Background: an optimization exercise with open tools, aiming at small area. Do not read the settings as production practice.
Function was checked by simulation only, so behaviour that the tests miss may differ from the original.

==> run E: inputs <==
==> flow/design.v <==
module z70_core (
    input  wire       clk,
    input  wire       rst,
    input  wire [8:0] pend,
    output reg  [7:0] mem_addr,
    output wire       mem_we,
    output wire [7:0] mem_wdata,
    input  wire [7:0] mem_rdata,
    output wire       halted,
    output wire       faulted,
    output wire [1:0] fault_cause,
    output wire [7:0] fault_pc,
    output wire [8:0] fault_info,
    output wire [7:0] reg_a,
    output wire [7:0] reg_b,
    output wire [7:0] reg_i,
    output wire [8:0] pc,
    output wire [4:0] flags
);
    localparam S_INIT  = 4'd0;    
    localparam S_FETCH = 4'd1;    
    localparam S_DEC   = 4'd2;    
    localparam S_DEC2  = 4'd3;    
    localparam S_INC1  = 4'd4;    
    localparam S_CHK   = 4'd5;    
    localparam S_UNDO  = 4'd6;    
    localparam S_B2    = 4'd7;    
    localparam S_MEM   = 4'd8;    
    localparam S_PASS  = 4'd9;    
    localparam S_WA    = 4'd10;   
    localparam S_W     = 4'd11;   
    localparam S_INC2  = 4'd12;   
    localparam S_HALT  = 4'd13;
    localparam S_FAULT = 4'd14;
    reg [3:0] st;
    reg [2:0] cnt;
    reg [7:0] ra, rb, ri, md, ir, pcl;
    reg       pc8, c;
    reg       f_of, f_cf, f_zf, f_pf, f_sf;
    wire first = (cnt == 3'd0);
    wire last  = (cnt == 3'd7);
    wire [3:0] op = ir[7:4];
    wire [3:0] m  = ir[3:0];
    wire is_bin = (op >= 4'h1) && (op <= 4'h6);
    wire is_uop = (op >= 4'h7) && (op <= 4'hB);
    wire is_un  = is_uop && (m[3:2] == 2'b00);
    wire is_jmp = (op == 4'hF) && (m <= 4'd5);
    wire is_nop = (ir == 8'hFF);
    wire legal  = is_bin || is_un || is_jmp || is_nop;
    wire extra  = is_jmp || (is_bin && (m == 4'h3 || m == 4'h4 || m == 4'h8 ||
                                        m == 4'h9 || m == 4'hC || m == 4'hF));
    wire ind    = is_bin ? (m == 4'h2 || m == 4'h7 || m == 4'hD || m == 4'hE)
                         : (is_un && m[1:0] == 2'd3);
    wire direct = is_bin && (m == 4'h4 || m == 4'h9 || m == 4'hF);
    reg [1:0] dsel, ssel;
    always @(*) begin
        if (is_bin) begin
            dsel = (m <= 4'h4) ? 2'd0 : (m <= 4'h9) ? 2'd1 : (m <= 4'hC) ? 2'd2 : 2'd3;
            case (m)
                4'h0, 4'hB, 4'hE: ssel = 2'd1;
                4'h1, 4'h6:       ssel = 2'd2;
                4'h5, 4'hA, 4'hD, 4'hF: ssel = 2'd0;
                default:          ssel = 2'd3;
            endcase
        end else begin
            dsel = m[1:0];
            ssel = 2'd0;
        end
    end
    wire o_add = (op == 4'h1);
    wire o_sub = (op == 4'h2) || (op == 4'h3);
    wire o_cmp = (op == 4'h3);
    wire o_lgc = (op == 4'h4) || (op == 4'h5);
    wire o_mov = (op == 4'h6);
    wire o_inc = (op == 4'h7);
    wire o_dec = (op == 4'h8);
    wire o_not = (op == 4'h9);
    wire o_shr = (op == 4'hA);
    wire o_shl = (op == 4'hB);
    wire wen   = (is_bin && !o_cmp) || is_un;
    wire fwen  = (is_bin && !o_mov) || (is_un && !o_not);
    wire memdst = (is_bin || is_un) && (dsel == 2'd3);
    reg d, s, dtap;
    always @(*) begin
        case (dsel)
            2'd0: begin d = ra[0]; dtap = ra[1]; end
            2'd1: begin d = rb[0]; dtap = rb[1]; end
            2'd2: begin d = ri[0]; dtap = ri[1]; end
            default: begin d = md[0]; dtap = md[1]; end
        endcase
        case (ssel)
            2'd0: s = ra[0];
            2'd1: s = rb[0];
            2'd2: s = ri[0];
            default: s = md[0];
        endcase
    end
    wire is_pcpass = (st == S_INC1) || (st == S_UNDO) || (st == S_INC2);
    wire cin0 = is_pcpass || o_sub || o_inc;
    wire ci   = first ? cin0 : c;
    wire sx   = o_sub ? ~s : o_inc ? 1'b0 : o_dec ? 1'b1 : s;
    wire sum  = d ^ sx ^ ci;
    wire cout = (d & sx) | (d & ci) | (sx & ci);
    reg r, cn;
    always @(*) begin
        r  = sum;
        cn = cout;
        case (op)
            4'h4: r = d & s;
            4'h5: r = d | s;
            4'h6: r = s;
            4'h9: r = ~d;
            4'hA: begin r = dtap & ~last; cn = r; end
            4'hB: begin r = ci; cn = d; end
            default: ;
        endcase
    end
    reg taken;
    always @(*) begin
        case (m[2:0])
            3'd0: taken = 1'b1;
            3'd1: taken = f_zf;
            3'd2: taken = f_sf;
            3'd3: taken = f_cf;
            3'd4: taken = f_of;
            default: taken = f_pf;
        endcase
    end
    wire load_pc = (st == S_INC2) && is_jmp && taken;
    wire pc_in   = (st == S_INIT) ? 1'b0 : load_pc ? md[0] : (pcl[0] ^ ci);
    wire pc_cn   = ci & (pcl[0] ^ (st == S_UNDO));
    wire pc_ge = ({pc8, pcl} >= pend);
    assign reg_a   = ra;
    assign reg_b   = rb;
    assign reg_i   = ri;
    assign pc      = {pc8, pcl};
    assign flags   = {f_of, f_cf, f_zf, f_pf, f_sf};
    assign halted  = (st == S_HALT);
    assign faulted = (st == S_FAULT);
    assign fault_cause = legal ? 2'd1 : is_uop ? 2'd3 : 2'd2;
    assign fault_pc    = pcl;
    assign fault_info  = legal ? pend : {1'b0, ir};
    assign mem_we    = (st == S_W) && wen;
    assign mem_wdata = md;
    always @(*) begin
        case (st)
            S_B2:    mem_addr = mem_rdata;
            S_W:     mem_addr = ind ? ri : mem_rdata;
            S_CHK:   mem_addr = ind ? ri : pcl;
            default: mem_addr = pcl;
        endcase
    end
    wire init = (st == S_INIT);
    wire pass = (st == S_PASS);
    wire sh   = init || pass;
    wire pcsh = init || is_pcpass;
    wire wa   = pass && wen && (dsel == 2'd0);
    wire wb   = pass && wen && (dsel == 2'd1);
    wire wi   = pass && wen && (dsel == 2'd2);
    wire wm   = pass && wen && (dsel == 2'd3);
    always @(posedge clk) begin
        if (sh) begin
            ra <= {~init & (wa ? r : ra[0]), ra[7:1]};
            rb <= {~init & (wb ? r : rb[0]), rb[7:1]};
            ri <= {~init & (wi ? r : ri[0]), ri[7:1]};
        end
        if (pcsh)
            pcl <= {pc_in, pcl[7:1]};
        if (st == S_B2 || st == S_MEM)
            md <= mem_rdata;
        else if (pass || st == S_INC2)
            md <= {wm ? r : md[0], md[7:1]};
        if (st == S_DEC)
            ir <= mem_rdata;
        c <= is_pcpass ? pc_cn : cn;
    end
    always @(posedge clk) begin
        if (rst) begin
            pc8  <= 1'b0;
            f_of <= 1'b0;
            f_cf <= 1'b0;
            f_zf <= 1'b0;
            f_pf <= 1'b0;
            f_sf <= 1'b0;
        end else begin
            if (is_pcpass && last)
                pc8 <= load_pc ? 1'b0 : pc8 ^ pc_cn;
            if (pass && fwen) begin
                f_zf <= (first | f_zf) & ~r;
                f_pf <= (first | f_pf) ^ r;
                f_sf <= r;
                f_of <= ~o_lgc & (ci ^ cn);
                if (o_add || o_shl)
                    f_cf <= cn;
                else if (o_sub)
                    f_cf <= ~cn;
                else if (o_lgc)
                    f_cf <= 1'b0;
                else if (o_shr && first)
                    f_cf <= d;
            end
        end
    end
    always @(posedge clk) begin
        if (rst) begin
            st  <= S_INIT;
            cnt <= 3'd0;
        end else begin
            if (st == S_INIT || st == S_INC1 || st == S_UNDO || st == S_PASS || st == S_INC2)
                cnt <= cnt + 3'd1;
            case (st)
                S_INIT:  if (last) st <= S_FETCH;
                S_FETCH: st <= pc_ge ? S_HALT : S_DEC;
                S_DEC:   st <= S_DEC2;
                S_DEC2:  st <= legal ? S_INC1 : S_FAULT;
                S_INC1:  if (last) st <= S_CHK;
                S_CHK:   st <= extra ? (pc_ge ? S_UNDO : S_B2) : ind ? S_MEM : S_PASS;
                S_UNDO:  if (last) st <= S_FAULT;
                S_B2:    st <= is_jmp ? S_INC2 : direct ? S_MEM : S_PASS;
                S_MEM:   st <= S_PASS;
                S_PASS:  if (last) st <= memdst ? S_WA : extra ? S_INC2 : S_FETCH;
                S_WA:    st <= S_W;
                S_W:     st <= extra ? S_INC2 : S_FETCH;
                S_INC2:  if (last) st <= S_FETCH;
                default: st <= st;
            endcase
        end
    end
endmodule
==> flow/flow/run.sh <==
#!/bin/bash
# Standard layout, with plain buf_1 port buffers and a smaller clock tree.
set -euo pipefail
bash standard.sh \
  "BUFFER_PORTS_ARGS=-buffer_cell sky130_fd_sc_hd__buf_1" \
  "CTS_ARGS=-sink_clustering_enable -repair_clock_nets -buf_list sky130_fd_sc_hd__clkbuf_8 -root_buf sky130_fd_sc_hd__clkbuf_8 -dont_use_dummy_load -sink_clustering_size 32" \
  finish > std_flow.log 2>&1
==> flow/standard.sh <==
#!/bin/bash
# synth_recipe.tcl (not shown) runs the flow's synth.tcl, then flattens the netlist and writes it again
# the make line also repeats each setting of config.mk as NAME=value (left out here)
make -C /OpenROAD-flow-scripts/flow DESIGN_CONFIG=/design/flow/config.mk WORK_HOME=/design/flow/orfs CLKGATE_MAP_FILE= SYNTH_SCRIPT=/design/flow/synth_recipe.tcl "${@:-finish}"
==> flow/config.mk <==
export PLATFORM = sky130hd
export DESIGN_NAME = z70_core
export DESIGN_NICKNAME = z70_core
export VERILOG_FILES = /design/flow/design.v
export SDC_FILE = /design/flow/constraint.sdc
export NUM_CORES = 4
export LEC_CHECK = 0
export CAP_MARGIN = 20
export CORE_MARGIN = 2
export CORE_UTILIZATION = 65
export SLEW_MARGIN = 20
==> flow/constraint.sdc <==
create_clock -name core_clock -period 8.5 [get_ports {clk}]
set_input_delay 1.7000 -clock core_clock [delete_from_list [all_inputs] [get_ports {clk}]]
set_output_delay 1.7000 -clock core_clock [all_outputs]
set_load 0.01 [all_outputs]
==> run G: changes against run E <==
==> flow/run.sh (new file) <==
#!/bin/bash
# synth_recipe.tcl (not shown) runs the flow's synth.tcl, then flattens the netlist and writes it again
# the make line also repeats each setting of config.mk as NAME=value (left out here)
make -C /OpenROAD-flow-scripts/flow DESIGN_CONFIG=/design/flow/config.mk WORK_HOME=/design/flow/orfs CLKGATE_MAP_FILE= SYNTH_SCRIPT=/design/flow/synth_recipe.tcl finish
CORE_UTILIZATION = 40   (was 65)
removed: flow/flow/run.sh
removed: flow/standard.sh
==> flow_metrics.tcl <==
set metrics [dict create \
    power_clock_uw 199 \
    status "complete, no violations" \
    core_area_um2 6422 \
    powerComb_uw 860 \
    fillers 492 \
    met3_usage_pct 8.373 \
    nonClkBufAreaFrac_pct 7.613 \
    min_period_ns 5.620 \
    setup_ws_ns 2.880 \
    powerDensity_nw_per_um2 371.0 \
    dp_hpwl_um 8790 \
    crit_chain "and3_1 > or4_1 > or3_1 > a21oi_1 > o21ai_0 > a21boi_1 > nor2_1 > a221o_1 > buf_1" \
    pg_seq_uw 697 \
    clockBufferCount 9 \
    clock_latency_ns 0.36 \
]
[end of results for run E]
==> flow_metrics.tcl <==
set metrics [dict create \
    status "complete, no violations" \
    core_area_um2 10790 \
    powerComb_mw 1.05 \
    nonClkBufAreaFrac_pct 17.34 \
    min_period_ns 5.976 \
    powerDensity_nw_per_um2 368.0 \
    met3_usage_pct 5.439 \
    power_clock_uw 258 \
    dp_hpwl_um 9332 \
    clockBufferCount 10 \
    setup_ws_ns 2.524 \
    pg_seq_uw 705 \
]
[end of results for run G]

-- static timing again, ports no longer ideal --
No port has a modelled driver above. Below, the same layouts with a new extraction and two added sets of constraints. Step 1 assumes that a clkbuf_16 drives the clock port and a buf_2 every other input. Step 2 moves the port delays by t, midway between the first and last clock arrival at a register: inputs arrive t later, outputs are due t later. That takes back most of the time a late clock gives input paths. Three values: no drivers, after step 1, after step 2; two values: the first two.
run	shift t [ns]	slack for setup (ns)	hold WS [ns]
run E	0.381	2.880 / 2.845 / 3.226	0.458 / 0.458 / 0.458
run G	0.381	2.524 / 2.491 / 2.871	0.450 / 0.450 / 0.450
After both steps every run listed still meets setup and hold.
